Source: an optimization exercise on an open RTL-to-GDS flow (aim: small area, a short achievable clock period and few clock cycles). Production flows keep margins and buffers that such runs may drop.
Function was checked by simulation only, so behaviour that the tests miss may differ from the original.
Power and IR drop assume default switching activity.

==> flow/design.v, too long to show whole: its modules and the start of the top module <==
// module fxp_unit: 276 lines
// module fxp_mul_cs: 1687 lines
module fxp_unit (
    input  wire        clk,
    input  wire        rst,
    input  wire        in_valid,
    output wire        in_ready,
    input  wire [31:0] in_cmd,
    input  wire [31:0] in_opa,
    input  wire [31:0] in_opb,
    output reg         out_valid,
    output reg  [31:0] out_res,
    output reg  [7:0]  out_code,
    output reg         out_defaulted
);
  // ...
==> flow/flow/run.sh <==
#!/bin/bash
export SETUP_SLACK_MARGIN=9.5
bash standard.sh > standard.log 2>&1
==> flow/standard.sh <==
#!/bin/bash
# synth_recipe.tcl (not shown) runs the flow's synth.tcl, then flattens the netlist and writes it again
# the make line also repeats each setting of config.mk as NAME=value (left out here)
make -C /OpenROAD-flow-scripts/flow DESIGN_CONFIG=/design/flow/config.mk WORK_HOME=/design/flow/orfs CLKGATE_MAP_FILE= SYNTH_SCRIPT=/design/flow/synth_recipe.tcl "${@:-finish}"
==> flow/config.mk <==
export PLATFORM = sky130hd
export DESIGN_NAME = fxp_unit
export DESIGN_NICKNAME = fxp_unit
export VERILOG_FILES = /design/flow/design.v
export SDC_FILE = /design/flow/constraint.sdc
export NUM_CORES = 4
export LEC_CHECK = 0
export CAP_MARGIN = 20
export CORE_MARGIN = 2
export CORE_UTILIZATION = 52
export SLEW_MARGIN = 20
==> flow/constraint.sdc <==
create_clock -name core_clock -period 14.0 [get_ports {clk}]
set_input_delay 2.8000 -clock core_clock [delete_from_list [all_inputs] [get_ports {clk}]]
set_output_delay 2.8000 -clock core_clock [all_outputs]
set_load 0.01 [all_outputs]
==> out/metrics.yaml, run 1 <==
worstSkewPairLatency_ps: 720
synth_top_family_by_area: "compound AO/OA/AOI/OAI gates"
hold_ws_ps: 445.6
wl_met2_mm: 122.6
multiInputGateArea_sq_um: 55140
p_seq_mw: 2.46
synth_edf_count: 66
use_met2_pct: 60.90
design_area_sq_um: 81020
seq_share_pct: 13.23
endpoint_kind: "flip-flop"
combinationalPowerShare_pct: 78.7
highest_layer: "met5"
critical_path_depth: 16
drt_pass1_iterations: 9
htreeDepth: 2
die_y_um: 364.9
final-clk-cell-share_pct: 2.696
cts_tree: "yes"
crit_buf_inv: 6
fin_crit_sh_pct: 33.28
grt_start_max_net_pins: 71
inverters: 774
finalHoldViolations: 0
switchingPower_mw: 10.42
wl_per_cell_um: 29.23
setup.worst_path.class: "reg2reg"
final_net_count: 9577
fin_util_pct: 62.65
outcome: "complete, no violations"
cpLargestDelayFamily: "adder cells"
power_leakage_nw: 33.50
top_register: "r1"
top_regs: "r1 x63, r2 x62, drem x34"
period_needed_ps: 4659
yosys-top-cells-count: "inv_1, nand2_1, xnor2_1"
tightest_slew_ps: 1229
ctsHoldBuffers: 0
Testbench counts, summed over its fixed seeds: cycles 36,176.
==> module fxp_unit, before the edit <==
module fxp_unit (
    input  wire        clk,
    input  wire        rst,
    input  wire        in_valid,
    output wire        in_ready,
    input  wire [31:0] in_cmd,
    input  wire [31:0] in_opa,
    input  wire [31:0] in_opb,
    output reg         out_valid,
    output reg  [31:0] out_res,
    output reg  [7:0]  out_code,
    output reg         out_defaulted
);
    localparam [5:0] OP_INIT = 6'h01;
    localparam [5:0] OP_F2Q  = 6'h02;
    localparam [5:0] OP_Q2F  = 6'h03;
    localparam [5:0] OP_I2Q  = 6'h04;
    localparam [5:0] OP_Q2I  = 6'h05;
    localparam [5:0] OP_ADD  = 6'h06;
    localparam [5:0] OP_SUB  = 6'h07;
    localparam [5:0] OP_MUL  = 6'h08;
    localparam [5:0] OP_DIV  = 6'h09;
    localparam [5:0] OP_ONE  = 6'h0A;
    reg        rdy;
    reg        v0;
    reg [15:0] c0;           
    reg        c0_low;       
    reg [31:0] a0, b0;
    reg [31:0] am0, bm0;     
    assign in_ready = rdy;
    wire acc = in_valid && rdy;
    wire [5:0]  in_opc = in_cmd[31:26];
    wire [31:0] in_p2  = 32'd1 << in_cmd[25:21];
    always @(posedge clk) begin
        c0 <= in_cmd[31:16];
        c0_low <= (in_cmd[15:0] != 16'd0);
        a0 <= in_opa;
        b0 <= (in_opc == OP_Q2I) ? 32'd1 : (in_opc == OP_I2Q) ? in_p2 : in_opb;
        am0 <= in_opa[31] ? (32'd0 - in_opa) : in_opa;
        bm0 <= in_opb[31] ? (32'd0 - in_opb) : in_opb;
        v0 <= acc && !rst;
    end
    wire [5:0] opc = c0[15:10];
    wire [4:0] fp  = c0[9:5];
    wire [4:0] fi  = c0[4:0];
    reg takes_fmt, known;
    always @(*) begin
        known = 1'b1;
        takes_fmt = 1'b0;
        case (opc)
            OP_INIT, OP_ADD, OP_SUB: takes_fmt = 1'b0;
            OP_F2Q, OP_Q2F, OP_I2Q, OP_Q2I, OP_MUL, OP_DIV, OP_ONE: takes_fmt = 1'b1;
            default: known = 1'b0;
        endcase
    end
    wire [5:0] fmt_sum = {1'b0, fp} + {1'b0, fi};
    wire ill_cmd = !known || c0_low ||
                   (!takes_fmt && (c0[9:0] != 10'd0));
    wire ill_fmt = takes_fmt && fmt_sum[5];
    wire ok      = !ill_cmd && !ill_fmt;
    function [31:0] dec32;
        input [4:0] k;
        begin
            dec32 = 32'd1 << k;
        end
    endfunction
    wire [31:0] p_dec = dec32(fp);
    function [31:0] thermo32;
        input [4:0] k;
        integer i;
        begin
            for (i = 0; i < 32; i = i + 1)
                thermo32[i] = (i < k);
        end
    endfunction
    wire [31:0] mb = b0;
    wire [63:0] m_r1, m_r2;
    fxp_mul_cs u_mul (.a(a0), .b(mb), .r1(m_r1), .r2(m_r2));
    wire i2q_big = (fp == 5'd31);    
    wire sel_m   = ok && (opc == OP_MUL || opc == OP_Q2I || (opc == OP_I2Q && !i2q_big));
    wire [4:0] m_sh = (opc == OP_I2Q) ? 5'd0 : fp;
    wire [31:0] a_mag = am0;
    wire [31:0] b_mag = bm0;
    function [4:0] lzc32;
        input [31:0] x;
        integer k;
        begin
            lzc32 = 5'd31;
            for (k = 0; k < 32; k = k + 1)
                if (x[k]) lzc32 = 5'd31 - k[4:0];
        end
    endfunction
    wire [4:0]  a_lz = lzc32(a_mag);
    wire [4:0]  b_lz = lzc32(b_mag);
    wire [31:0] a_nrm = a_mag << a_lz;
    wire [31:0] b_nrm = b_mag << b_lz;
    wire [33:0] b3_mag = {2'b00, b_mag} + {1'b0, b_mag, 1'b0};
    wire [33:0] b3_nrm = b3_mag << b_lz;      
    wire        a_zero = (a0 == 32'd0);
    wire        b_zero = (b0 == 32'd0);
    wire [7:0]  q_exp   = 8'd158 - {3'b000, a_lz} - {3'b000, fp};
    wire        q_round = a_nrm[7] && (a_nrm[8] || (a_nrm[6:0] != 7'd0));
    wire [31:0] q2f_pre = a_zero ? 32'd0 : {a0[31], q_exp, a_nrm[30:8]};
    wire        f_sign = a0[31];
    wire [7:0]  f_exp  = a0[30:23];
    wire        f_nan  = (f_exp == 8'hFF) && (a0[22:0] != 23'd0);
    wire [23:0] f_mant = {(f_exp != 8'd0), a0[22:0]};
    wire [7:0]  f_eeff = (f_exp == 8'd0) ? 8'd1 : f_exp;
    wire [8:0]  f_i127 = {4'd0, fi} + 9'd127;
    wire        f_geI  = ({1'b0, f_eeff} >= f_i127);
    wire        f_eqI1 = ({1'b0, f_eeff} == f_i127 - 9'd1);
    reg  [23:0] f_tmask;
    integer kk;
    always @(*) begin
        for (kk = 0; kk < 24; kk = kk + 1)
            f_tmask[kk] = ({1'b0, fi} + kk[5:0] >= 6'd24);
    end
    wire        f_top1 = (fi <= 5'd24) && ((f_mant | ~f_tmask) == 24'hFFFFFF);
    wire        f_clamp = f_geI || (!f_sign && (fi == 5'd0 || (f_eqI1 && f_top1)));
    wire [9:0]  f_r    = 10'd157 - {2'b00, f_eeff} - {5'd0, fp};
    wire [30:0] f_shr  = {f_mant, 7'd0} >> f_r[4:0];
    wire [30:0] f_m    = (f_r[9:5] == 5'd0) ? f_shr : 31'd0;
    wire [31:0] t_ip   = dec32(fmt_sum[4:0]);
    wire [31:0] lim_p  = thermo32(fmt_sum[4:0]) & ~thermo32(fp);
    wire [31:0] f2q_mag = f_clamp ? (f_sign ? t_ip : lim_p) : {1'b0, f_m};
    wire [32:0] as_b   = opc[0] ? ~{b0[31], b0} : {b0[31], b0};
    wire [32:0] as_sum = {a0[31], a0} + as_b + {32'd0, opc[0]};
    wire [31:0] as_res = (as_sum[32] != as_sum[31]) ?
                         (as_sum[32] ? 32'h80000000 : 32'h7FFFFFFF) : as_sum[31:0];
    reg        init_dflt;
    reg [4:0]  init_p, init_i;
    wire       init_hi  = (a0[31:5] != 27'd0) || (b0[31:5] != 27'd0);
    wire [5:0] init_s5  = {1'b0, a0[4:0]} + {1'b0, b0[4:0]};
    always @(*) begin
        init_dflt = 1'b0;
        init_p = 5'd16;
        init_i = 5'd15;
        if (a_zero && b_zero) begin
            init_p = 5'd16; init_i = 5'd15;
        end else if (init_hi || init_s5[5]) begin
            init_dflt = 1'b1;
        end else if (a_zero) begin
            init_p = 5'd31 - b0[4:0]; init_i = b0[4:0];
        end else if (b_zero) begin
            init_p = a0[4:0]; init_i = 5'd31 - a0[4:0];
        end else begin
            init_p = a0[4:0]; init_i = b0[4:0];
        end
    end
    wire [31:0] one_res = (fp == 5'd31) ? 32'h7FFFFFFF : p_dec;
    wire [31:0] i2q_big_res = a_zero ? 32'd0 : (a0[31] ? 32'h80000000 : 32'h7FFFFFFF);
    wire [6:0]  d_e     = {2'b00, b_lz} - {2'b00, a_lz} + {2'b00, fp};
    wire        d_neg   = a0[31] ^ b0[31];
    wire        d_zero  = a_zero || d_e[6];
    wire        d_sat   = !d_zero && (d_e[5]);
    wire        d_long  = !d_zero && !d_sat;
    wire [3:0]  d_ncyc  = d_e[4:1];           
    wire [33:0] d_r0    = d_e[0] ? {1'b0, a_nrm, 1'b0} : {2'b00, a_nrm};
    wire        is_div  = (opc == OP_DIV);
    wire        div_any = v0 && ok && is_div && !b_zero;   
    wire        div_go  = div_any && d_long;
    reg [31:0] x_pre;
    reg        x_inv, x_cin, x_dflt;
    reg [2:0]  x_code;    
    always @(*) begin
        x_pre  = 32'd0;
        x_inv  = 1'b0;
        x_cin  = 1'b0;
        x_dflt = 1'b0;
        x_code = 3'b000;
        if (ill_cmd) begin
            x_code = 3'b100;
        end else if (ill_fmt) begin
            x_code = 3'b101;
        end else begin
            case (opc)
                OP_INIT: begin x_pre = {6'd0, init_p, init_i, 16'd0}; x_dflt = init_dflt; end
                OP_F2Q: begin
                    if (f_nan) x_code = 3'b111;
                    else begin x_pre = f2q_mag; x_inv = f_sign; x_cin = f_sign; end
                end
                OP_Q2F:  begin x_pre = q2f_pre; x_cin = q_round; end
                OP_I2Q:  x_pre = i2q_big_res;
                OP_ADD, OP_SUB: x_pre = as_res;
                OP_DIV: begin
                    if (b_zero) x_code = 3'b110;
                end
                OP_ONE:  x_pre = one_res;
                default: x_pre = 32'd0;
            endcase
        end
    end
    reg        v1, m1, inv1, cin1, dflt1;
    reg [63:0] r1, r2;
    reg [4:0]  sh1;
    reg [31:0] x1;
    reg [2:0]  code1;
    always @(posedge clk) begin
        v1    <= v0 && !div_any && !rst;
        m1    <= sel_m;
        r1    <= m_r1;
        r2    <= m_r2;
        sh1   <= m_sh;
        x1    <= x_pre;
        inv1  <= x_inv;
        cin1  <= x_cin;
        dflt1 <= x_dflt;
        code1 <= x_code;
    end
    reg        dbusy, ddone, dneg;
    reg [3:0]  dcnt;
    reg [33:0] drem;     
    reg [31:0] dden;
    reg [33:0] dden3;    
    reg [31:0] dquo;
    wire [32:0] dint = drem[33:1];
    wire        dfr  = drem[0];
    wire [34:0] x2   = {1'b0, dint, dfr};                  
    wire [34:0] t1   = {2'b00, dint} - {3'b000, dden};     
    wire [34:0] u0   = x2 - {3'b000, dden};                
    wire [34:0] u1   = x2 - {1'b0, dden3};                 
    wire        q1   = !t1[34];
    wire        q2   = q1 ? !u1[34] : !u0[34];
    wire [31:0] y    = q1 ? (q2 ? u1[31:0] : {t1[30:0], dfr}) : (q2 ? u0[31:0] : x2[31:0]);
    wire [33:0] rem2 = {y, 2'b00};
    always @(posedge clk) begin
        if (!dbusy) begin
            drem <= d_r0;
            dden <= b_nrm;
            dden3 <= b3_nrm;
            dquo <= {32{d_sat}};     
            dcnt <= d_ncyc;
            dneg <= d_neg;
        end else begin
            drem <= rem2;
            dquo <= {dquo[29:0], q1, q2};
            dcnt <= dcnt - 4'd1;
        end
        if (rst) begin
            dbusy <= 1'b0;
            ddone <= 1'b0;
        end else begin
            ddone <= (dbusy && (dcnt == 4'd0)) || (div_any && !d_long);
            if (div_go)
                dbusy <= 1'b1;
            else if (dcnt == 4'd0)
                dbusy <= 1'b0;
        end
    end
    always @(posedge clk) begin
        if (rst)
            rdy <= 1'b1;
        else if (acc && in_cmd[31:26] == OP_DIV)
            rdy <= 1'b0;
        else if (v0 && is_div)
            rdy <= !div_go || (d_ncyc == 4'd0);
        else if (dbusy && dcnt == 4'd1)
            rdy <= 1'b1;
    end
    wire [63:0] m_sum = r1 + r2;
    wire [63:0] m_shr = m_sum >> sh1;
    wire [31:0] m_ovu = m_sum[62:31] ^ {32{m_sum[63]}};
    wire        m_ovf = (m_ovu & (32'hFFFFFFFF << sh1)) != 32'd0;
    wire [31:0] m_res = m_ovf ? (m_sum[63] ? 32'h80000000 : 32'h7FFFFFFF) : m_shr[31:0];
    wire [31:0] q_sat = dquo[31] ? (dneg ? 32'h80000000 : 32'h7FFFFFFF) : dquo;
    wire [31:0] x_in  = ddone ? q_sat : x1;
    wire        x_iv  = ddone ? dneg  : inv1;
    wire        x_ci  = ddone ? dneg  : cin1;
    wire [31:0] x_res = (x_in ^ {32{x_iv}}) + {31'd0, x_ci};
    always @(posedge clk) begin
        out_valid     <= !rst && (v1 || ddone);
        out_res       <= (m1 && !ddone) ? m_res : x_res;
        out_code      <= ddone ? 8'h00 : {3'b000, code1[2], 2'b00, code1[1:0]};
        out_defaulted <= !ddone && dflt1;
    end
endmodule
==> run 2: changes to the inputs <==
--- a/flow/design.v
+++ b/flow/design.v
@@ -26,21 +26,33 @@
     reg [15:0] c0;           
     reg        c0_low;       
     reg [31:0] a0, b0;
     reg [31:0] am0, bm0;     
     assign in_ready = rdy;
     wire acc = in_valid && rdy;
     wire [5:0]  in_opc = in_cmd[31:26];
     wire [31:0] in_p2  = 32'd1 << in_cmd[25:21];
+    wire [31:0] in_mb = (in_opc == OP_Q2I) ? 32'd1 : (in_opc == OP_I2Q) ? in_p2 : in_opb;
+    wire [32:0] in_mbx = {in_mb, 1'b0};
+    reg  [15:0] bone0, btwo0, bneg0;
+    integer bj;
+    always @(posedge clk) begin
+        for (bj = 0; bj < 16; bj = bj + 1) begin
+            bone0[bj] <= in_mbx[2*bj+1] ^ in_mbx[2*bj];
+            btwo0[bj] <= (in_mbx[2*bj+2] & ~in_mbx[2*bj+1] & ~in_mbx[2*bj]) |
+                         (~in_mbx[2*bj+2] & in_mbx[2*bj+1] & in_mbx[2*bj]);
+            bneg0[bj] <= in_mbx[2*bj+2];
+        end
+    end
     always @(posedge clk) begin
         c0 <= in_cmd[31:16];
         c0_low <= (in_cmd[15:0] != 16'd0);
         a0 <= in_opa;
-        b0 <= (in_opc == OP_Q2I) ? 32'd1 : (in_opc == OP_I2Q) ? in_p2 : in_opb;
+        b0 <= in_mb;
         am0 <= in_opa[31] ? (32'd0 - in_opa) : in_opa;
         bm0 <= in_opb[31] ? (32'd0 - in_opb) : in_opb;
         v0 <= acc && !rst;
     end
     wire [5:0] opc = c0[15:10];
     wire [4:0] fp  = c0[9:5];
     wire [4:0] fi  = c0[4:0];
     reg takes_fmt, known;
@@ -70,17 +82,17 @@
         integer i;
         begin
             for (i = 0; i < 32; i = i + 1)
                 thermo32[i] = (i < k);
         end
     endfunction
     wire [31:0] mb = b0;
     wire [63:0] m_r1, m_r2;
-    fxp_mul_cs u_mul (.a(a0), .b(mb), .r1(m_r1), .r2(m_r2));
+    fxp_mul_cs u_mul (.a(a0), .bone(bone0), .btwo(btwo0), .bneg(bneg0), .r1(m_r1), .r2(m_r2));
     wire i2q_big = (fp == 5'd31);    
     wire sel_m   = ok && (opc == OP_MUL || opc == OP_Q2I || (opc == OP_I2Q && !i2q_big));
     wire [4:0] m_sh = (opc == OP_I2Q) ? 5'd0 : fp;
     wire [31:0] a_mag = am0;
     wire [31:0] b_mag = bm0;
     function [4:0] lzc32;
         input [31:0] x;
         integer k;
@@ -271,23 +283,25 @@
         out_valid     <= !rst && (v1 || ddone);
         out_res       <= (m1 && !ddone) ? m_res : x_res;
         out_code      <= ddone ? 8'h00 : {3'b000, code1[2], 2'b00, code1[1:0]};
         out_defaulted <= !ddone && dflt1;
     end
 endmodule
 module fxp_mul_cs (
     input  wire [31:0] a,
-    input  wire [31:0] b,
+    input  wire [15:0] bone,
+    input  wire [15:0] btwo,
+    input  wire [15:0] bneg,
     output wire [63:0] r1,
     output wire [63:0] r2
 );
-    wire one0 = b[0] ^ 1'b0;
-    wire two0 = (b[1] & ~b[0] & ~1'b0) | (~b[1] & b[0] & 1'b0);
-    wire neg0 = b[1];
+    wire one0 = bone[0];
+    wire two0 = btwo[0];
+    wire neg0 = bneg[0];
     wire pp0_0 = ((one0 & a[0])) ^ neg0;
     wire pp0_1 = ((one0 & a[1]) | (two0 & a[0])) ^ neg0;
     wire pp0_2 = ((one0 & a[2]) | (two0 & a[1])) ^ neg0;
     wire pp0_3 = ((one0 & a[3]) | (two0 & a[2])) ^ neg0;
     wire pp0_4 = ((one0 & a[4]) | (two0 & a[3])) ^ neg0;
     wire pp0_5 = ((one0 & a[5]) | (two0 & a[4])) ^ neg0;
     wire pp0_6 = ((one0 & a[6]) | (two0 & a[5])) ^ neg0;
     wire pp0_7 = ((one0 & a[7]) | (two0 & a[6])) ^ neg0;
@@ -312,19 +326,19 @@
     wire pp0_26 = ((one0 & a[26]) | (two0 & a[25])) ^ neg0;
     wire pp0_27 = ((one0 & a[27]) | (two0 & a[26])) ^ neg0;
     wire pp0_28 = ((one0 & a[28]) | (two0 & a[27])) ^ neg0;
     wire pp0_29 = ((one0 & a[29]) | (two0 & a[28])) ^ neg0;
     wire pp0_30 = ((one0 & a[30]) | (two0 & a[29])) ^ neg0;
     wire pp0_31 = ((one0 & a[31]) | (two0 & a[30])) ^ neg0;
     wire pp0_32 = ((one0 & a[31]) | (two0 & a[31])) ^ neg0;
     wire ppn0 = ~pp0_32;
-    wire one1 = b[2] ^ b[1];
-    wire two1 = (b[3] & ~b[2] & ~b[1]) | (~b[3] & b[2] & b[1]);
-    wire neg1 = b[3];
+    wire one1 = bone[1];
+    wire two1 = btwo[1];
+    wire neg1 = bneg[1];
     wire pp1_0 = ((one1 & a[0])) ^ neg1;
     wire pp1_1 = ((one1 & a[1]) | (two1 & a[0])) ^ neg1;
     wire pp1_2 = ((one1 & a[2]) | (two1 & a[1])) ^ neg1;
     wire pp1_3 = ((one1 & a[3]) | (two1 & a[2])) ^ neg1;
     wire pp1_4 = ((one1 & a[4]) | (two1 & a[3])) ^ neg1;
     wire pp1_5 = ((one1 & a[5]) | (two1 & a[4])) ^ neg1;
     wire pp1_6 = ((one1 & a[6]) | (two1 & a[5])) ^ neg1;
     wire pp1_7 = ((one1 & a[7]) | (two1 & a[6])) ^ neg1;
@@ -349,19 +363,19 @@
     wire pp1_26 = ((one1 & a[26]) | (two1 & a[25])) ^ neg1;
     wire pp1_27 = ((one1 & a[27]) | (two1 & a[26])) ^ neg1;
     wire pp1_28 = ((one1 & a[28]) | (two1 & a[27])) ^ neg1;
     wire pp1_29 = ((one1 & a[29]) | (two1 & a[28])) ^ neg1;
     wire pp1_30 = ((one1 & a[30]) | (two1 & a[29])) ^ neg1;
     wire pp1_31 = ((one1 & a[31]) | (two1 & a[30])) ^ neg1;
     wire pp1_32 = ((one1 & a[31]) | (two1 & a[31])) ^ neg1;
     wire ppn1 = ~pp1_32;
-    wire one2 = b[4] ^ b[3];
-    wire two2 = (b[5] & ~b[4] & ~b[3]) | (~b[5] & b[4] & b[3]);
-    wire neg2 = b[5];
+    wire one2 = bone[2];
+    wire two2 = btwo[2];
+    wire neg2 = bneg[2];
     wire pp2_0 = ((one2 & a[0])) ^ neg2;
     wire pp2_1 = ((one2 & a[1]) | (two2 & a[0])) ^ neg2;
     wire pp2_2 = ((one2 & a[2]) | (two2 & a[1])) ^ neg2;
     wire pp2_3 = ((one2 & a[3]) | (two2 & a[2])) ^ neg2;
     wire pp2_4 = ((one2 & a[4]) | (two2 & a[3])) ^ neg2;
     wire pp2_5 = ((one2 & a[5]) | (two2 & a[4])) ^ neg2;
     wire pp2_6 = ((one2 & a[6]) | (two2 & a[5])) ^ neg2;
     wire pp2_7 = ((one2 & a[7]) | (two2 & a[6])) ^ neg2;
@@ -386,19 +400,19 @@
     wire pp2_26 = ((one2 & a[26]) | (two2 & a[25])) ^ neg2;
     wire pp2_27 = ((one2 & a[27]) | (two2 & a[26])) ^ neg2;
     wire pp2_28 = ((one2 & a[28]) | (two2 & a[27])) ^ neg2;
     wire pp2_29 = ((one2 & a[29]) | (two2 & a[28])) ^ neg2;
     wire pp2_30 = ((one2 & a[30]) | (two2 & a[29])) ^ neg2;
     wire pp2_31 = ((one2 & a[31]) | (two2 & a[30])) ^ neg2;
     wire pp2_32 = ((one2 & a[31]) | (two2 & a[31])) ^ neg2;
     wire ppn2 = ~pp2_32;
-    wire one3 = b[6] ^ b[5];
-    wire two3 = (b[7] & ~b[6] & ~b[5]) | (~b[7] & b[6] & b[5]);
-    wire neg3 = b[7];
+    wire one3 = bone[3];
+    wire two3 = btwo[3];
+    wire neg3 = bneg[3];
     wire pp3_0 = ((one3 & a[0])) ^ neg3;
     wire pp3_1 = ((one3 & a[1]) | (two3 & a[0])) ^ neg3;
     wire pp3_2 = ((one3 & a[2]) | (two3 & a[1])) ^ neg3;
     wire pp3_3 = ((one3 & a[3]) | (two3 & a[2])) ^ neg3;
     wire pp3_4 = ((one3 & a[4]) | (two3 & a[3])) ^ neg3;
     wire pp3_5 = ((one3 & a[5]) | (two3 & a[4])) ^ neg3;
     wire pp3_6 = ((one3 & a[6]) | (two3 & a[5])) ^ neg3;
     wire pp3_7 = ((one3 & a[7]) | (two3 & a[6])) ^ neg3;
@@ -423,19 +437,19 @@
     wire pp3_26 = ((one3 & a[26]) | (two3 & a[25])) ^ neg3;
     wire pp3_27 = ((one3 & a[27]) | (two3 & a[26])) ^ neg3;
     wire pp3_28 = ((one3 & a[28]) | (two3 & a[27])) ^ neg3;
     wire pp3_29 = ((one3 & a[29]) | (two3 & a[28])) ^ neg3;
     wire pp3_30 = ((one3 & a[30]) | (two3 & a[29])) ^ neg3;
     wire pp3_31 = ((one3 & a[31]) | (two3 & a[30])) ^ neg3;
     wire pp3_32 = ((one3 & a[31]) | (two3 & a[31])) ^ neg3;
     wire ppn3 = ~pp3_32;
-    wire one4 = b[8] ^ b[7];
-    wire two4 = (b[9] & ~b[8] & ~b[7]) | (~b[9] & b[8] & b[7]);
-    wire neg4 = b[9];
+    wire one4 = bone[4];
+    wire two4 = btwo[4];
+    wire neg4 = bneg[4];
     wire pp4_0 = ((one4 & a[0])) ^ neg4;
     wire pp4_1 = ((one4 & a[1]) | (two4 & a[0])) ^ neg4;
     wire pp4_2 = ((one4 & a[2]) | (two4 & a[1])) ^ neg4;
     wire pp4_3 = ((one4 & a[3]) | (two4 & a[2])) ^ neg4;
     wire pp4_4 = ((one4 & a[4]) | (two4 & a[3])) ^ neg4;
     wire pp4_5 = ((one4 & a[5]) | (two4 & a[4])) ^ neg4;
     wire pp4_6 = ((one4 & a[6]) | (two4 & a[5])) ^ neg4;
     wire pp4_7 = ((one4 & a[7]) | (two4 & a[6])) ^ neg4;
@@ -460,19 +474,19 @@
     wire pp4_26 = ((one4 & a[26]) | (two4 & a[25])) ^ neg4;
     wire pp4_27 = ((one4 & a[27]) | (two4 & a[26])) ^ neg4;
     wire pp4_28 = ((one4 & a[28]) | (two4 & a[27])) ^ neg4;
     wire pp4_29 = ((one4 & a[29]) | (two4 & a[28])) ^ neg4;
     wire pp4_30 = ((one4 & a[30]) | (two4 & a[29])) ^ neg4;
     wire pp4_31 = ((one4 & a[31]) | (two4 & a[30])) ^ neg4;
     wire pp4_32 = ((one4 & a[31]) | (two4 & a[31])) ^ neg4;
     wire ppn4 = ~pp4_32;
-    wire one5 = b[10] ^ b[9];
-    wire two5 = (b[11] & ~b[10] & ~b[9]) | (~b[11] & b[10] & b[9]);
-    wire neg5 = b[11];
+    wire one5 = bone[5];
+    wire two5 = btwo[5];
+    wire neg5 = bneg[5];
     wire pp5_0 = ((one5 & a[0])) ^ neg5;
     wire pp5_1 = ((one5 & a[1]) | (two5 & a[0])) ^ neg5;
     wire pp5_2 = ((one5 & a[2]) | (two5 & a[1])) ^ neg5;
     wire pp5_3 = ((one5 & a[3]) | (two5 & a[2])) ^ neg5;
     wire pp5_4 = ((one5 & a[4]) | (two5 & a[3])) ^ neg5;
     wire pp5_5 = ((one5 & a[5]) | (two5 & a[4])) ^ neg5;
     wire pp5_6 = ((one5 & a[6]) | (two5 & a[5])) ^ neg5;
     wire pp5_7 = ((one5 & a[7]) | (two5 & a[6])) ^ neg5;
@@ -497,19 +511,19 @@
     wire pp5_26 = ((one5 & a[26]) | (two5 & a[25])) ^ neg5;
     wire pp5_27 = ((one5 & a[27]) | (two5 & a[26])) ^ neg5;
     wire pp5_28 = ((one5 & a[28]) | (two5 & a[27])) ^ neg5;
     wire pp5_29 = ((one5 & a[29]) | (two5 & a[28])) ^ neg5;
     wire pp5_30 = ((one5 & a[30]) | (two5 & a[29])) ^ neg5;
     wire pp5_31 = ((one5 & a[31]) | (two5 & a[30])) ^ neg5;
     wire pp5_32 = ((one5 & a[31]) | (two5 & a[31])) ^ neg5;
     wire ppn5 = ~pp5_32;
-    wire one6 = b[12] ^ b[11];
-    wire two6 = (b[13] & ~b[12] & ~b[11]) | (~b[13] & b[12] & b[11]);
-    wire neg6 = b[13];
+    wire one6 = bone[6];
+    wire two6 = btwo[6];
+    wire neg6 = bneg[6];
     wire pp6_0 = ((one6 & a[0])) ^ neg6;
     wire pp6_1 = ((one6 & a[1]) | (two6 & a[0])) ^ neg6;
     wire pp6_2 = ((one6 & a[2]) | (two6 & a[1])) ^ neg6;
     wire pp6_3 = ((one6 & a[3]) | (two6 & a[2])) ^ neg6;
     wire pp6_4 = ((one6 & a[4]) | (two6 & a[3])) ^ neg6;
     wire pp6_5 = ((one6 & a[5]) | (two6 & a[4])) ^ neg6;
     wire pp6_6 = ((one6 & a[6]) | (two6 & a[5])) ^ neg6;
     wire pp6_7 = ((one6 & a[7]) | (two6 & a[6])) ^ neg6;
@@ -534,19 +548,19 @@
     wire pp6_26 = ((one6 & a[26]) | (two6 & a[25])) ^ neg6;
     wire pp6_27 = ((one6 & a[27]) | (two6 & a[26])) ^ neg6;
     wire pp6_28 = ((one6 & a[28]) | (two6 & a[27])) ^ neg6;
     wire pp6_29 = ((one6 & a[29]) | (two6 & a[28])) ^ neg6;
     wire pp6_30 = ((one6 & a[30]) | (two6 & a[29])) ^ neg6;
     wire pp6_31 = ((one6 & a[31]) | (two6 & a[30])) ^ neg6;
     wire pp6_32 = ((one6 & a[31]) | (two6 & a[31])) ^ neg6;
     wire ppn6 = ~pp6_32;
-    wire one7 = b[14] ^ b[13];
-    wire two7 = (b[15] & ~b[14] & ~b[13]) | (~b[15] & b[14] & b[13]);
-    wire neg7 = b[15];
+    wire one7 = bone[7];
+    wire two7 = btwo[7];
+    wire neg7 = bneg[7];
     wire pp7_0 = ((one7 & a[0])) ^ neg7;
     wire pp7_1 = ((one7 & a[1]) | (two7 & a[0])) ^ neg7;
     wire pp7_2 = ((one7 & a[2]) | (two7 & a[1])) ^ neg7;
     wire pp7_3 = ((one7 & a[3]) | (two7 & a[2])) ^ neg7;
     wire pp7_4 = ((one7 & a[4]) | (two7 & a[3])) ^ neg7;
     wire pp7_5 = ((one7 & a[5]) | (two7 & a[4])) ^ neg7;
     wire pp7_6 = ((one7 & a[6]) | (two7 & a[5])) ^ neg7;
     wire pp7_7 = ((one7 & a[7]) | (two7 & a[6])) ^ neg7;
@@ -571,19 +585,19 @@
     wire pp7_26 = ((one7 & a[26]) | (two7 & a[25])) ^ neg7;
     wire pp7_27 = ((one7 & a[27]) | (two7 & a[26])) ^ neg7;
     wire pp7_28 = ((one7 & a[28]) | (two7 & a[27])) ^ neg7;
     wire pp7_29 = ((one7 & a[29]) | (two7 & a[28])) ^ neg7;
     wire pp7_30 = ((one7 & a[30]) | (two7 & a[29])) ^ neg7;
     wire pp7_31 = ((one7 & a[31]) | (two7 & a[30])) ^ neg7;
     wire pp7_32 = ((one7 & a[31]) | (two7 & a[31])) ^ neg7;
     wire ppn7 = ~pp7_32;
-    wire one8 = b[16] ^ b[15];
-    wire two8 = (b[17] & ~b[16] & ~b[15]) | (~b[17] & b[16] & b[15]);
-    wire neg8 = b[17];
+    wire one8 = bone[8];
+    wire two8 = btwo[8];
+    wire neg8 = bneg[8];
     wire pp8_0 = ((one8 & a[0])) ^ neg8;
     wire pp8_1 = ((one8 & a[1]) | (two8 & a[0])) ^ neg8;
     wire pp8_2 = ((one8 & a[2]) | (two8 & a[1])) ^ neg8;
     wire pp8_3 = ((one8 & a[3]) | (two8 & a[2])) ^ neg8;
     wire pp8_4 = ((one8 & a[4]) | (two8 & a[3])) ^ neg8;
     wire pp8_5 = ((one8 & a[5]) | (two8 & a[4])) ^ neg8;
     wire pp8_6 = ((one8 & a[6]) | (two8 & a[5])) ^ neg8;
     wire pp8_7 = ((one8 & a[7]) | (two8 & a[6])) ^ neg8;
@@ -608,19 +622,19 @@
     wire pp8_26 = ((one8 & a[26]) | (two8 & a[25])) ^ neg8;
     wire pp8_27 = ((one8 & a[27]) | (two8 & a[26])) ^ neg8;
     wire pp8_28 = ((one8 & a[28]) | (two8 & a[27])) ^ neg8;
     wire pp8_29 = ((one8 & a[29]) | (two8 & a[28])) ^ neg8;
     wire pp8_30 = ((one8 & a[30]) | (two8 & a[29])) ^ neg8;
     wire pp8_31 = ((one8 & a[31]) | (two8 & a[30])) ^ neg8;
     wire pp8_32 = ((one8 & a[31]) | (two8 & a[31])) ^ neg8;
     wire ppn8 = ~pp8_32;
-    wire one9 = b[18] ^ b[17];
-    wire two9 = (b[19] & ~b[18] & ~b[17]) | (~b[19] & b[18] & b[17]);
-    wire neg9 = b[19];
+    wire one9 = bone[9];
+    wire two9 = btwo[9];
+    wire neg9 = bneg[9];
     wire pp9_0 = ((one9 & a[0])) ^ neg9;
     wire pp9_1 = ((one9 & a[1]) | (two9 & a[0])) ^ neg9;
     wire pp9_2 = ((one9 & a[2]) | (two9 & a[1])) ^ neg9;
     wire pp9_3 = ((one9 & a[3]) | (two9 & a[2])) ^ neg9;
     wire pp9_4 = ((one9 & a[4]) | (two9 & a[3])) ^ neg9;
     wire pp9_5 = ((one9 & a[5]) | (two9 & a[4])) ^ neg9;
     wire pp9_6 = ((one9 & a[6]) | (two9 & a[5])) ^ neg9;
     wire pp9_7 = ((one9 & a[7]) | (two9 & a[6])) ^ neg9;
@@ -645,19 +659,19 @@
     wire pp9_26 = ((one9 & a[26]) | (two9 & a[25])) ^ neg9;
     wire pp9_27 = ((one9 & a[27]) | (two9 & a[26])) ^ neg9;
     wire pp9_28 = ((one9 & a[28]) | (two9 & a[27])) ^ neg9;
     wire pp9_29 = ((one9 & a[29]) | (two9 & a[28])) ^ neg9;
     wire pp9_30 = ((one9 & a[30]) | (two9 & a[29])) ^ neg9;
     wire pp9_31 = ((one9 & a[31]) | (two9 & a[30])) ^ neg9;
     wire pp9_32 = ((one9 & a[31]) | (two9 & a[31])) ^ neg9;
     wire ppn9 = ~pp9_32;
-    wire one10 = b[20] ^ b[19];
-    wire two10 = (b[21] & ~b[20] & ~b[19]) | (~b[21] & b[20] & b[19]);
-    wire neg10 = b[21];
+    wire one10 = bone[10];
+    wire two10 = btwo[10];
+    wire neg10 = bneg[10];
     wire pp10_0 = ((one10 & a[0])) ^ neg10;
     wire pp10_1 = ((one10 & a[1]) | (two10 & a[0])) ^ neg10;
     wire pp10_2 = ((one10 & a[2]) | (two10 & a[1])) ^ neg10;
     wire pp10_3 = ((one10 & a[3]) | (two10 & a[2])) ^ neg10;
     wire pp10_4 = ((one10 & a[4]) | (two10 & a[3])) ^ neg10;
     wire pp10_5 = ((one10 & a[5]) | (two10 & a[4])) ^ neg10;
     wire pp10_6 = ((one10 & a[6]) | (two10 & a[5])) ^ neg10;
     wire pp10_7 = ((one10 & a[7]) | (two10 & a[6])) ^ neg10;
@@ -682,19 +696,19 @@
     wire pp10_26 = ((one10 & a[26]) | (two10 & a[25])) ^ neg10;
     wire pp10_27 = ((one10 & a[27]) | (two10 & a[26])) ^ neg10;
     wire pp10_28 = ((one10 & a[28]) | (two10 & a[27])) ^ neg10;
     wire pp10_29 = ((one10 & a[29]) | (two10 & a[28])) ^ neg10;
     wire pp10_30 = ((one10 & a[30]) | (two10 & a[29])) ^ neg10;
     wire pp10_31 = ((one10 & a[31]) | (two10 & a[30])) ^ neg10;
     wire pp10_32 = ((one10 & a[31]) | (two10 & a[31])) ^ neg10;
     wire ppn10 = ~pp10_32;
-    wire one11 = b[22] ^ b[21];
-    wire two11 = (b[23] & ~b[22] & ~b[21]) | (~b[23] & b[22] & b[21]);
-    wire neg11 = b[23];
+    wire one11 = bone[11];
+    wire two11 = btwo[11];
+    wire neg11 = bneg[11];
     wire pp11_0 = ((one11 & a[0])) ^ neg11;
     wire pp11_1 = ((one11 & a[1]) | (two11 & a[0])) ^ neg11;
     wire pp11_2 = ((one11 & a[2]) | (two11 & a[1])) ^ neg11;
     wire pp11_3 = ((one11 & a[3]) | (two11 & a[2])) ^ neg11;
     wire pp11_4 = ((one11 & a[4]) | (two11 & a[3])) ^ neg11;
     wire pp11_5 = ((one11 & a[5]) | (two11 & a[4])) ^ neg11;
     wire pp11_6 = ((one11 & a[6]) | (two11 & a[5])) ^ neg11;
     wire pp11_7 = ((one11 & a[7]) | (two11 & a[6])) ^ neg11;
@@ -719,19 +733,19 @@
     wire pp11_26 = ((one11 & a[26]) | (two11 & a[25])) ^ neg11;
     wire pp11_27 = ((one11 & a[27]) | (two11 & a[26])) ^ neg11;
     wire pp11_28 = ((one11 & a[28]) | (two11 & a[27])) ^ neg11;
     wire pp11_29 = ((one11 & a[29]) | (two11 & a[28])) ^ neg11;
     wire pp11_30 = ((one11 & a[30]) | (two11 & a[29])) ^ neg11;
     wire pp11_31 = ((one11 & a[31]) | (two11 & a[30])) ^ neg11;
     wire pp11_32 = ((one11 & a[31]) | (two11 & a[31])) ^ neg11;
     wire ppn11 = ~pp11_32;
-    wire one12 = b[24] ^ b[23];
-    wire two12 = (b[25] & ~b[24] & ~b[23]) | (~b[25] & b[24] & b[23]);
-    wire neg12 = b[25];
+    wire one12 = bone[12];
+    wire two12 = btwo[12];
+    wire neg12 = bneg[12];
     wire pp12_0 = ((one12 & a[0])) ^ neg12;
     wire pp12_1 = ((one12 & a[1]) | (two12 & a[0])) ^ neg12;
     wire pp12_2 = ((one12 & a[2]) | (two12 & a[1])) ^ neg12;
     wire pp12_3 = ((one12 & a[3]) | (two12 & a[2])) ^ neg12;
     wire pp12_4 = ((one12 & a[4]) | (two12 & a[3])) ^ neg12;
     wire pp12_5 = ((one12 & a[5]) | (two12 & a[4])) ^ neg12;
     wire pp12_6 = ((one12 & a[6]) | (two12 & a[5])) ^ neg12;
     wire pp12_7 = ((one12 & a[7]) | (two12 & a[6])) ^ neg12;
@@ -756,19 +770,19 @@
     wire pp12_26 = ((one12 & a[26]) | (two12 & a[25])) ^ neg12;
     wire pp12_27 = ((one12 & a[27]) | (two12 & a[26])) ^ neg12;
     wire pp12_28 = ((one12 & a[28]) | (two12 & a[27])) ^ neg12;
     wire pp12_29 = ((one12 & a[29]) | (two12 & a[28])) ^ neg12;
     wire pp12_30 = ((one12 & a[30]) | (two12 & a[29])) ^ neg12;
     wire pp12_31 = ((one12 & a[31]) | (two12 & a[30])) ^ neg12;
     wire pp12_32 = ((one12 & a[31]) | (two12 & a[31])) ^ neg12;
     wire ppn12 = ~pp12_32;
-    wire one13 = b[26] ^ b[25];
-    wire two13 = (b[27] & ~b[26] & ~b[25]) | (~b[27] & b[26] & b[25]);
-    wire neg13 = b[27];
+    wire one13 = bone[13];
+    wire two13 = btwo[13];
+    wire neg13 = bneg[13];
     wire pp13_0 = ((one13 & a[0])) ^ neg13;
     wire pp13_1 = ((one13 & a[1]) | (two13 & a[0])) ^ neg13;
     wire pp13_2 = ((one13 & a[2]) | (two13 & a[1])) ^ neg13;
     wire pp13_3 = ((one13 & a[3]) | (two13 & a[2])) ^ neg13;
     wire pp13_4 = ((one13 & a[4]) | (two13 & a[3])) ^ neg13;
     wire pp13_5 = ((one13 & a[5]) | (two13 & a[4])) ^ neg13;
     wire pp13_6 = ((one13 & a[6]) | (two13 & a[5])) ^ neg13;
     wire pp13_7 = ((one13 & a[7]) | (two13 & a[6])) ^ neg13;
@@ -793,19 +807,19 @@
     wire pp13_26 = ((one13 & a[26]) | (two13 & a[25])) ^ neg13;
     wire pp13_27 = ((one13 & a[27]) | (two13 & a[26])) ^ neg13;
     wire pp13_28 = ((one13 & a[28]) | (two13 & a[27])) ^ neg13;
     wire pp13_29 = ((one13 & a[29]) | (two13 & a[28])) ^ neg13;
     wire pp13_30 = ((one13 & a[30]) | (two13 & a[29])) ^ neg13;
     wire pp13_31 = ((one13 & a[31]) | (two13 & a[30])) ^ neg13;
     wire pp13_32 = ((one13 & a[31]) | (two13 & a[31])) ^ neg13;
     wire ppn13 = ~pp13_32;
-    wire one14 = b[28] ^ b[27];
-    wire two14 = (b[29] & ~b[28] & ~b[27]) | (~b[29] & b[28] & b[27]);
-    wire neg14 = b[29];
+    wire one14 = bone[14];
+    wire two14 = btwo[14];
+    wire neg14 = bneg[14];
     wire pp14_0 = ((one14 & a[0])) ^ neg14;
     wire pp14_1 = ((one14 & a[1]) | (two14 & a[0])) ^ neg14;
     wire pp14_2 = ((one14 & a[2]) | (two14 & a[1])) ^ neg14;
     wire pp14_3 = ((one14 & a[3]) | (two14 & a[2])) ^ neg14;
     wire pp14_4 = ((one14 & a[4]) | (two14 & a[3])) ^ neg14;
     wire pp14_5 = ((one14 & a[5]) | (two14 & a[4])) ^ neg14;
     wire pp14_6 = ((one14 & a[6]) | (two14 & a[5])) ^ neg14;
     wire pp14_7 = ((one14 & a[7]) | (two14 & a[6])) ^ neg14;
@@ -830,19 +844,19 @@
     wire pp14_26 = ((one14 & a[26]) | (two14 & a[25])) ^ neg14;
     wire pp14_27 = ((one14 & a[27]) | (two14 & a[26])) ^ neg14;
     wire pp14_28 = ((one14 & a[28]) | (two14 & a[27])) ^ neg14;
     wire pp14_29 = ((one14 & a[29]) | (two14 & a[28])) ^ neg14;
     wire pp14_30 = ((one14 & a[30]) | (two14 & a[29])) ^ neg14;
     wire pp14_31 = ((one14 & a[31]) | (two14 & a[30])) ^ neg14;
     wire pp14_32 = ((one14 & a[31]) | (two14 & a[31])) ^ neg14;
     wire ppn14 = ~pp14_32;
-    wire one15 = b[30] ^ b[29];
-    wire two15 = (b[31] & ~b[30] & ~b[29]) | (~b[31] & b[30] & b[29]);
-    wire neg15 = b[31];
+    wire one15 = bone[15];
+    wire two15 = btwo[15];
+    wire neg15 = bneg[15];
     wire pp15_0 = ((one15 & a[0])) ^ neg15;
     wire pp15_1 = ((one15 & a[1]) | (two15 & a[0])) ^ neg15;
     wire pp15_2 = ((one15 & a[2]) | (two15 & a[1])) ^ neg15;
     wire pp15_3 = ((one15 & a[3]) | (two15 & a[2])) ^ neg15;
     wire pp15_4 = ((one15 & a[4]) | (two15 & a[3])) ^ neg15;
     wire pp15_5 = ((one15 & a[5]) | (two15 & a[4])) ^ neg15;
     wire pp15_6 = ((one15 & a[6]) | (two15 & a[5])) ^ neg15;
     wire pp15_7 = ((one15 & a[7]) | (two15 & a[6])) ^ neg15;
==> flow/config.mk (replaced) <==
export PLATFORM = sky130hd
export DESIGN_NAME = fxp_unit
export DESIGN_NICKNAME = fxp_unit
export VERILOG_FILES = /design/flow/design.v
export SDC_FILE = /design/flow/constraint.sdc
export NUM_CORES = 4
export LEC_CHECK = 0
export CAP_MARGIN = 20
export CORE_MARGIN = 2
export CORE_UTILIZATION = 45
export SLEW_MARGIN = 20
==> out/metrics.yaml, run 2 <==
drv_slew: 0
yosysUniqueCellTypes: 111
die-area_sq_um: 149200
grt_pass1_vias: 60240
gr-usage-all-layers_pct: 35.07
antenna_found_initial: 10
synth_most_common_cell: "inv_1"
yosys-top-cells-count: "inv_1, nor2_1, nand2_1"
yosys_warnings: 1
routed_wl_mm: 273.6
viasPerCell: 6.402
synth_edf_count: 66  # unchanged
die_y_um: 386.3  # +5.9%
io_buffer_count: 136
grt_overflow: 0
final_net_count: 8795  # -8.2%
tightest_slew_ps: 1036  # -193.4 ps
cts.clk_slew.worst_paths_ps: 50
worst_setup_path_start_kind: "primary input"
wl_per_cell_um: 27.67  # -5.3%
tns_ps: 0
slowest_delay_ps: 500
reg2regPathDepth: 9
place_hpwl_mm: 189.7
ys_seq_area_share_pct: 16.96
critPathArrivalTime_ps: 5240
die_w_um: 386.3
power_leakage_nw: 31.29  # -6.6%
cts_buffers: 66
reg2reg_slack_ps: 9530
finalHoldViolations: 0  # unchanged
drt_iter0_drc: 8059
rsz0062_at_grt: "true"
final_cell_mix: "inv_1, nor2_1, nand2_1"
n_fill_cell: 13750
cpLargestDelayFamily: "simple AND/OR/NAND/NOR gates"
area_growth_pct: 13.20
fin_crit_sh_pct: 33.41  # +0.13 points
synth_top_cell_by_area: "dfxtp_1"
fin_util_pct: 51.20  # -11 points
core-area_sq_um: 145400
slowest_stage: "or4_4"
vias: 63300
root_buffer: "clkbuf_16"
drt_pass1_iterations: 8  # -1
cp.required_ps: 14560
cts_tree: "yes"
peakVddDrop_mv: 0.4163
period_needed_ps: 4677  # +17.82 ps
synth_top_area_share_pct: 13.94
fmax_ghz: 0.2138
gp_congestion: 0.9772
power_density_nw_per_um2: 267.7
ys_top_cells_by_area: "dfxtp_1, fa_1, ha_1"
final_common_cell: "inv_1"
drc_errors: 0
row_count: 140
syn_avg_cell_area_sq_um: 8.136
setup_viol: 0
top_register: "r1"
slew_headroom_pct: 30.88
grt_start_max_net_pins: 67  # -5.6%
finalNonFillerCells: 9887
synth_async_sr_flop_share_pct: 0
critical_path.max_fanout: 3
clock_sinks: 524
reg2reg_from: "a0[7]$_DFF_P_"
hold_end: "out_valid$_DFF_P_"
ys_ff_latch: 524
max_cap_viol_count: 0
path_cells: "buf_8, or3_4, nor3_4, nand3_2, or4_4, or3b_4, or4_4, o21ai_2, xnor2_1"
crit_buf_inv: 1  # -5
syn-cell-area_sq_um: 65760
synth-main-ff-cell: "dfxtp_1"
worstSkewPairLatency_ps: 700  # -20 ps
cpMostUsedCell: "or4_4"
largest_reg_flops: 63
holdPathStages: 2
ios: 142
grt_pass1_wl_mm: 394.6
endpoint_kind: "flip-flop"
clockBufferDepth: 3
start_util_pct: 45.23
dpl.cell_count: 9637
outcome: "complete, no violations"
setup.worst_path.class: "in2reg"
rr_endpoint: "x1[31]$_SDFF_PP0_"
hold_path_class: "reg2reg"
syn-instance-count: 8082
clock_skew_ps: 46.64
ant_nets: 0
top_regs: "r1 x63, r2 x62, drem x34"
min-delay-start: "v1$_DFF_P_"
p_total_mw: 19.92
final_layout_size_suffix_gt1_share_pct: 11.08
htreeDepth: 3  # +1
run 2: power breakdown:
group	switching, mW	total, mW	internal [mW]
Combinational	9.52	15.6	6.13
Clock	0.760	1.78	1.02
Sequential	0.400	2.49	2.10
run 2: worst max path at each step:
stage / end / from / depth (start not counted) / slack [ps]
2_1_floorplan: am0[26]$_DFF_P_ / in_opa[4] / 8 / 8850
3_3_place_gp: am0[26]$_DFF_P_ / in_opa[15] / 7 / 7880
3_5_place_dp: am0[26]$_DFF_P_ / in_opa[15] / 7 / 7920
4_1_cts: am0[26]$_DFF_P_ / in_opa[3] / 9 / 9220
5_1_grt: am0[26]$_DFF_P_ / in_opa[3] / 9 / 9240
6_report: am0[26]$_DFF_P_ / in_opa[3] / 9 / 9320
run 2: cell families after synthesis:
group	share of synthesized area (%)
buffers and inverters	7.969
adder cells (fa/ha/maj)	19.69
multiplexers	6.467
XOR/XNOR	12.72
AND/OR/NAND/NOR	12.65
other	0.005703
AO/OA/AOI/OAI	23.55
flip-flops	16.96
run 2: final cells by class:
type	count	area [sq um]	area share [%]
Tap cell	1917	2399	3.222
Clock inverter	30	447.9	0.6018
Timing Repair Buffer	394	4627	6.216
Inverter	715	2709	3.639
Multi-Input combinational cell	6216	51140	68.70
Antenna cell	2	5.005	0.006724
Clock buffer	89	1808	2.429
Sequential cell	524	11300	15.19
run 2: metrics by stage:
step           setup slack, ps  cell area, sq um  hold slack (ps)
3_3_place_gp              7885             68310            421.8
2_1_floorplan             8851             65960            352.9
3_5_place_dp              7915             68320            424.2
4_1_cts                   9223             72210            436.8
5_1_grt                   9244             74430            466.8
6_report                  9323             74440            435.1
run 2: what timing repair did:
action | 4_1_cts | 5_1_grt
endpoints found under the hold margin | 0 | 0
endpoints found under the setup margin | 223 | 168
pin swaps | 33 | 71
gates resized for setup | 264 | 322
hold buffers | 0 | 0
setup buffers | 36 | 67
cloned | 11 | 15
run 2: tightest hold or removal path: stages, from the launching register on:
cell and delay (ps):
dfxtp_1 300, nor2_1 30, nor2_1 60
run 2: per-layer routing:
layer	part of all wire, %	vias up	wire [um]	GRT usage [%]
li1	-	28100	-	-
met5	0.016	-	45	0
met2	41	3657	112000	50.40
met1	43	30870	117200	50.04
met3	12	664	32900	9.301
met4	4.2	8	11500	12.74
Testbench counts of run 2, summed over its fixed seeds: cycles 36,176.
==> run 3: changes to the inputs <==
==> flow/flow/run.sh (replaced) <==
#!/bin/bash
export SETUP_SLACK_MARGIN=9.2
bash standard.sh > standard.log 2>&1
==> out/metrics.yaml, run 3 <==
clock_sinks: 524  # unchanged
viasPerCell: 6.400  # about the same
dp_slack_ps: 8103  # +187.8 ps
critPathArrivalTime_ps: 5320  # +80 ps
swShare_pct: 53.92  # +0.31 points
gr-usage-all-layers_pct: 34.56  # -0.51 points
design_area_sq_um: 71700  # -3.7%
vias: 62730  # -0.90%
cp.required_ps: 14540  # -20 ps
final_common_cell: "inv_1"
die_y_um: 386.3  # unchanged
setup_slack_ps: 9219  # -103.7 ps
final_layout_size_suffix_gt1_share_pct: 8.110  # -3.0 points
tns_ps: 0  # unchanged
synth_top_area_share_pct: 13.94  # unchanged
largest_reg_flops: 63  # unchanged
antenna_found_initial: 12  # +2
grt_overflow: 0  # unchanged
endpoint_kind: "flip-flop"
drc_errors: 0  # unchanged
ant_nets: 0  # unchanged
gp_congestion: 0.9956  # +1.9%
max_cap_viol_count: 0  # unchanged
ys_top_cells_by_area: "dfxtp_1, fa_1, ha_1"
worst_setup_path_start_kind: "primary input"
reg2regPathDepth: 12  # +3
fmax_ghz: 0.2092  # -2.2%
row_count: 140  # unchanged
clockBufferDepth: 3  # unchanged
syn-cell-area_sq_um: 65760  # unchanged
setup_viol: 0  # unchanged
io_buffer_count: 136  # unchanged
worstSkewPairLatency_ps: 690  # about the same
final_cell_mix: "inv_1, nor2_1, nand2_1"
ctsHoldBuffers: 0  # unchanged
pwr-share-seq_pct: 13.1  # +0.6 points
period_needed_ps: 4781  # +103.7 ps
syn-instance-count: 8082  # unchanged
clock_skew_ps: 33.99  # -12.65 ps
cts_buffers: 66  # unchanged
core-area_sq_um: 145400  # unchanged
drv_slew: 0  # unchanged
wl_per_cell_um: 27.12  # -2.0%
min-delay-start: "v1$_DFF_P_"
grt_start_max_net_pins: 81  # +21%
p_int_mw: 8.770  # -5.1%
hold_path_class: "reg2reg"
grt_pass1_wl_mm: 389.2  # -1.4%
place_hpwl_mm: 189.4  # -0.16%
cp-endpoint: "am0[30]$_DFF_P_"
reg2reg_from: "a0[9]$_DFF_P_"
setup.worst_path.class: "in2reg"
area_growth_pct: 9.032
clkPwrFrac_pct: 9.3  # +0.3 points
finalNonFillerCells: 9801  # -0.87%
htreeDepth: 3  # unchanged
final_net_count: 8708  # -0.99%
yosys_warnings: 1  # unchanged
drt_iter0_drc: 7366  # -8.6%
slew_headroom_pct: 26.27  # -4.6 points
worstSetupStartpoint: "in_opa[3]"
die-area_sq_um: 149200  # unchanged
ys_ff_latch: 524  # unchanged
placed_cell_area_sq_um: 68260  # about the same
dpl.cell_count: 9640  # +0.031%
grt_pass1_vias: 59730  # -0.85%
p_total_mw: 19.03  # -4.5%
peakVddDrop_mv: 0.4280  # +2.8%
ys_seq_area_share_pct: 16.96  # unchanged
yosysUniqueCellTypes: 111  # unchanged
power_leakage_nw: 30.29  # -3.2%
routed_wl_mm: 265.8  # -2.8%
drt_pass1_iterations: 6  # -2
finalHoldViolations: 0  # unchanged
reg2reg_slack_ps: 9230  # -300 ps
ios: 142  # unchanged
yosys-top-cells-count: "inv_1, nor2_1, nand2_1"
power_density_nw_per_um2: 265.4  # -0.83%
critical_path.max_fanout: 3  # unchanged
start_util_pct: 45.23  # unchanged
synth_most_common_cell: "inv_1"
rsz0062_at_grt: "true"
syn_avg_cell_area_sq_um: 8.136  # unchanged
synth_async_sr_flop_share_pct: 0  # unchanged
rr_endpoint: "r2[34]$_DFF_P_"
top_regs: "r1 x63, r2 x62, drem x34"
cts.clk_slew.worst_paths_ps: 60  # about the same
switchingPower_mw: 10.26  # -3.9%
fin_crit_sh_pct: 34.15  # +0.74 points
root_buffer: "clkbuf_16"
top_register: "r1"
combinationalPowerShare_pct: 77.5  # -1.0 points
tightest_slew_ps: 1102  # +66.22 ps
synth_top_cell_by_area: "dfxtp_1"
die_w_um: 386.3  # unchanged
outcome: "complete, no violations"
synth_edf_count: 66  # unchanged
synth-main-ff-cell: "dfxtp_1"
cts_tree: "yes"
## run 3: cell counts after synthesis
Identical to the previous run, type by type.
## run 3: how the worst min path moves through the flow
stage | endpoint | slack [ps] | depth (start not counted)
after detailed placement | out_valid$_DFF_P_ | 420 | 2
after floorplan | r2[0]$_DFF_P_ | 350 | 0
after global routing | out_valid$_DFF_P_ | 450 | 2
final | out_valid$_DFF_P_ | 440 | 2
after CTS | out_valid$_DFF_P_ | 440 | 2
after global placement | out_valid$_DFF_P_ | 420 | 2
## run 3: metal layers
metal | share of wire (%) | wire, um | track usage [%] | vias to the layer above
met3 | 11 | 30560 | 8.843 | 670
met4 | 4.4 | 11800 | 14.34 | 10
li1 | - | - | - | 27910
met2 | 41 | 108200 | 49.23 | 3570
met5 | 0.073 | 195 | 0.7147 | -
met1 | 43 | 115100 | 49.12 | 30570
## run 3: stage by stage
stage	utilization [%]	hold slack, ps
3_3_place_gp	46.94	418.9
3_5_place_dp	46.95	423.4
4_1_cts	48.72	438.7
5_1_grt	49.31	454.5
2_1_floorplan	-	352.9
6_report	49.31	443.4
## run 3: cells by family after synthesis
kind of cell | synth area share [%]
adder cells (fa/ha/maj) | 19.69
AND/OR/NAND/NOR | 12.65
flip-flops | 16.96
multiplexers | 6.467
buffers and inverters | 7.969
AO/OA/AOI/OAI | 23.55
XOR/XNOR | 12.72
other | 0.005703
## run 3: worst max-delay path, stage by stage
cell and delay, ps:
buf_8 100, or3_4 400, nor3_4 160, nand3_2 110
or4_4 580, or3b_4 400, or4_4 520, o21ai_2 170
xnor2_1 80
## run 3: repair_timing
item,4_1_cts,5_1_grt
setup endpoints to repair,131,140
gates resized for setup,86,149
gates cloned,1,3
hold endpoints to repair,0,0
pin swaps,11,16
setup buffers,9,26
## run 3: power groups by stage
stage / Combinational [mW] / Clock (mW) / Sequential (mW)
floorplan: 9.31 / 0 / 2.27
global placement: 13.8 / 0 / 2.50
detailed placement: 14.0 / 0 / 2.50
CTS: 14.1 / 1.80 / 2.48
global route: 16.1 / 1.86 / 2.53
finish: 14.8 / 1.77 / 2.50
## run 3: area by class of cell
type	count	area [sq um]
Clock buffer	85	1848
Sequential cell	524	11270
Tap cell	1917	2399
Antenna cell	5	12.51
Inverter	715	2699
Multi-Input combinational cell	6213	50100
Clock inverter	32	399.1
Timing Repair Buffer	310	2968
Fill cell	14100	73690
==> run 4: changes to the inputs <==
==> flow/flow/run.sh (replaced) <==
#!/bin/bash
export SETUP_SLACK_MARGIN=9.0
bash standard.sh > standard.log 2>&1
==> out/metrics.yaml, run 4 <==
clock_skew_ps: 53.90  # +19.90 ps
final_net_count: 8679  # -0.33%
drc_errors: 0  # unchanged
row_count: 140  # unchanged
yosys_warnings: 1  # unchanged
ios: 142  # unchanged
p_total_mw: 19.08  # +0.25%
viasPerCell: 6.385  # -0.23%
cp.required_ps: 14520  # -20 ps
path_cells: "buf_4, xnor2_1, fa_1, inv_1, fa_1, inv_1, fa_1, inv_1, fa_1, fa_1, inv_1, fa_1"
final_layout_size_suffix_gt1_share_pct: 7.297  # -0.81 points
cts_tree: "yes"
rr_endpoint: "r2[30]$_DFF_P_"
power_leakage_nw: 30.05  # -0.80%
gr-usage-all-layers_pct: 34.77  # +0.21 points
yosys-top-cells-count: "inv_1, nor2_1, nand2_1"
hold_end: "out_code[0]$_SDFF_PP0_"
largest_reg_flops: 63  # unchanged
io_buffer_count: 136  # unchanged
ctsHoldBuffers: 0  # unchanged
antenna_found_initial: 5  # -7
synth-main-ff-cell: "dfxtp_1"
grt_overflow: 0  # unchanged
ant_nets: 0  # unchanged
final_common_cell: "inv_1"
synth_top_area_share_pct: 13.94  # unchanged
place_hpwl_mm: 190.9  # +0.79%
routed_wl_mm: 265.5  # -0.12%
outcome: "complete, no violations"
cts_buffers: 66  # unchanged
peakVddDrop_mv: 0.3677  # -14%
fin_util_pct: 48.91  # -0.40 points
hold_ws_ps: 432.5  # -10.94 ps
syn_avg_cell_area_sq_um: 8.136  # unchanged
dp_slack_ps: 8100  # -3.320 ps
drt_pass1_iterations: 8  # +2
grt_pass1_vias: 59930  # +0.33%
drt_iter0_drc: 7630  # +3.6%
top_register: "r1"
critical_path_depth: 12  # +3
syn-instance-count: 8082  # unchanged
worst_setup_path_start_kind: "flip-flop"
endpoint_kind: "flip-flop"
die-area_sq_um: 149200  # unchanged
fin_crit_sh_pct: 34.95  # +0.80 points
area_growth_pct: 8.147
synth_top_cell_by_area: "dfxtp_1"
cts.clk_slew.worst_paths_ps: 60  # about the same
holdPathStages: 1  # -1
drv_slew: 0  # unchanged
cpLargestDelayFamily: "adder cells"
n_fill_cell: 14170  # +0.48%
crit_buf_inv: 5  # +4
synth_edf_count: 66  # unchanged
critPathArrivalTime_ps: 5410  # +90 ps
setup.worst_path.class: "reg2reg"
slew_headroom_pct: 21.89  # -4.4 points
wl_per_cell_um: 27.18  # +0.19%
reg2regPathDepth: 12  # unchanged
final_cell_mix: "inv_1, nor2_1, nand2_1"
reg2reg_slack_ps: 9110  # -120 ps
fmax_ghz: 0.2044  # -2.3%
max_cap_viol_count: 0  # unchanged
start_util_pct: 45.23  # unchanged
reg2reg_from: "bneg0[1]$_DFF_P_"
root_buffer: "clkbuf_16"
ys_seq_area_share_pct: 16.96  # unchanged
die_w_um: 386.3  # unchanged
setup_viol: 0  # unchanged
finalHoldViolations: 0  # unchanged
antenna_cells: 0  # -5
gp_congestion: 0.9950  # about the same
synth_async_sr_flop_share_pct: 0  # unchanged
grt_start_max_net_pins: 79  # -2.5%
hold_path_class: "reg2reg"
cpMostUsedCell: "fa_1"
die_y_um: 386.3  # unchanged
grt_pass1_wl_mm: 392.1  # +0.74%
slowest_delay_ps: 650  # +70 ps
critical_path.max_fanout: 33  # +30
tns_ps: 0  # unchanged
ys_ff_latch: 524  # unchanged
vias: 62380  # -0.55%
synth_most_common_cell: "inv_1"
period_needed_ps: 4893  # +111.9 ps
slowest_stage: "buf_4"
htreeDepth: 3  # unchanged
core-area_sq_um: 145400  # unchanged
setup_slack_ps: 9107  # -111.9 ps
ys_top_cells_by_area: "dfxtp_1, fa_1, ha_1"
rsz0062_at_grt: "true"
yosysUniqueCellTypes: 111  # unchanged
min-delay-start: "code1[0]$_SDFF_PP0_"
clock_sinks: 524  # unchanged
top_regs: "r1 x63, r2 x62, drem x34"
tightest_slew_ps: 1172  # +69.72 ps
syn-cell-area_sq_um: 65760  # unchanged
worstSkewPairLatency_ps: 710  # +20 ps
clockBufferDepth: 3  # unchanged
power_density_nw_per_um2: 268.3  # +1.1%
[run 4: changes by cell type in the layout (fill, tap and decap cells not counted), moves of 7 or more]
| cell | previous run | this run |
|---|---|---|
| buf_6 | 28 | 9 |
| clkdlybuf4s50_1 | 122 | 131 |
| dfxtp_4 | 20 | 13 |
| ha_1 | 344 | 352 |
| ha_2 | 9 | 1 |
[run 4: logic make-up after synthesis]
logic type,count (synthesis),synth area share [%]
buffers and inverters,1349,7.969
other,1,0.005703
DFF,524,16.96
AOI/OAI and AO/OA,2312,23.55
muxes,381,6.467
adders and majority gates,779,19.69
xor gates and xnor gates,954,12.72
and+or+nand+nor,1782,12.65
[run 4: where the power goes]
part	switching, mW	internal (mW)
logic	9.16	5.58
registers	0.407	2.10
clock network	0.771	1.06
[run 4: cell type report]
class	count	area [sq um]	area share (%)
clock buffers	75	1768	2.486
clock inverters	45	555.5	0.7812
multi-input cells	6213	49890	70.15
repair buffers	281	2557	3.596
flip-flops and latches	524	11250	15.82
well taps	1917	2399	3.373
inverters	715	2695	3.790
[run 4: worst max-delay path by stage]
stage,to,from
finish,r2[30]$_DFF_P_,bneg0[1]$_DFF_P_
floorplan,am0[26]$_DFF_P_,in_opa[4]
CTS,dquo[1]$_DFF_P_,bm0[2]$_DFF_P_
global route,dquo[1]$_DFF_P_,bm0[3]$_DFF_P_
detailed placement,am0[26]$_DFF_P_,in_opa[3]
global placement,am0[26]$_DFF_P_,in_opa[4]
[run 4: stage by stage]
step | cell area, sq um | instances
2_1_floorplan | 65810 | 8086
6_report | 71120 | 9770
4_1_cts | 70630 | 9758
5_1_grt | 71120 | 9770
3_5_place_dp | 68220 | 9635
3_3_place_gp | 68210 | 9634
[run 4: per-layer routing]
| layer | GRT usage [%] | wire [um] | vias up |
|---|---|---|---|
| li1 | - | - | 27850 |
| met1 | 49.72 | 117300 | 30430 |
| met2 | 49.94 | 108600 | 3429 |
| met3 | 8.533 | 28120 | 667 |
| met4 | 13.42 | 11290 | 6 |
| met5 | 0.5198 | 134 | - |
[run 4: repair_timing]
| action | CTS | global route |
|---|---|---|
| gates resized for setup | 21 | 95 |
| setup buffers | 3 | 11 |
| pin swaps | 3 | 7 |
| endpoints found under the setup margin | 65 | 137 |
| gates cloned | 0 | 1 |

## static timing again, ports no longer ideal
Ports are ideal in the flow. The routed layouts listed here were re-timed in OpenROAD.
Step 1: set_driving_cell puts a clkbuf_16 on clk and a buf_2 on each other input, an assumption about the parent block.
Step 2 adds t to the input delays and takes it off the output delays; t is the mean of the earliest and latest rising clock arrival at the registers after step 1. Input paths then give back, and output paths get back, about the clock's delay inside the block.
Three values: ideal, step 1, step 2; two values: the first two.
| run | t (ns) | setup slack, ns | worst setup path at the end | latest minus earliest clock arrival (ns) | worst slew at a driven data input, ns |
|---|---|---|---|---|---|
| run 1 | 0.790 | 9.341 / 9.341 / 8.701 | input to register | 0.034 / 0.033 | 0.08 |
| run 2 | 0.750 | 9.323 / 9.356 / 8.606 | input to register | 0.048 / 0.049 | 0.07 |
| run 3 | 0.758 | 9.219 / 9.230 / 8.502 | input to register | 0.034 / 0.034 | 0.14 |
| run 4 | 0.758 | 9.107 / 9.107 / 8.431 | input to register | 0.054 / 0.054 | 0.07 |
After both steps every run listed still meets setup and hold.
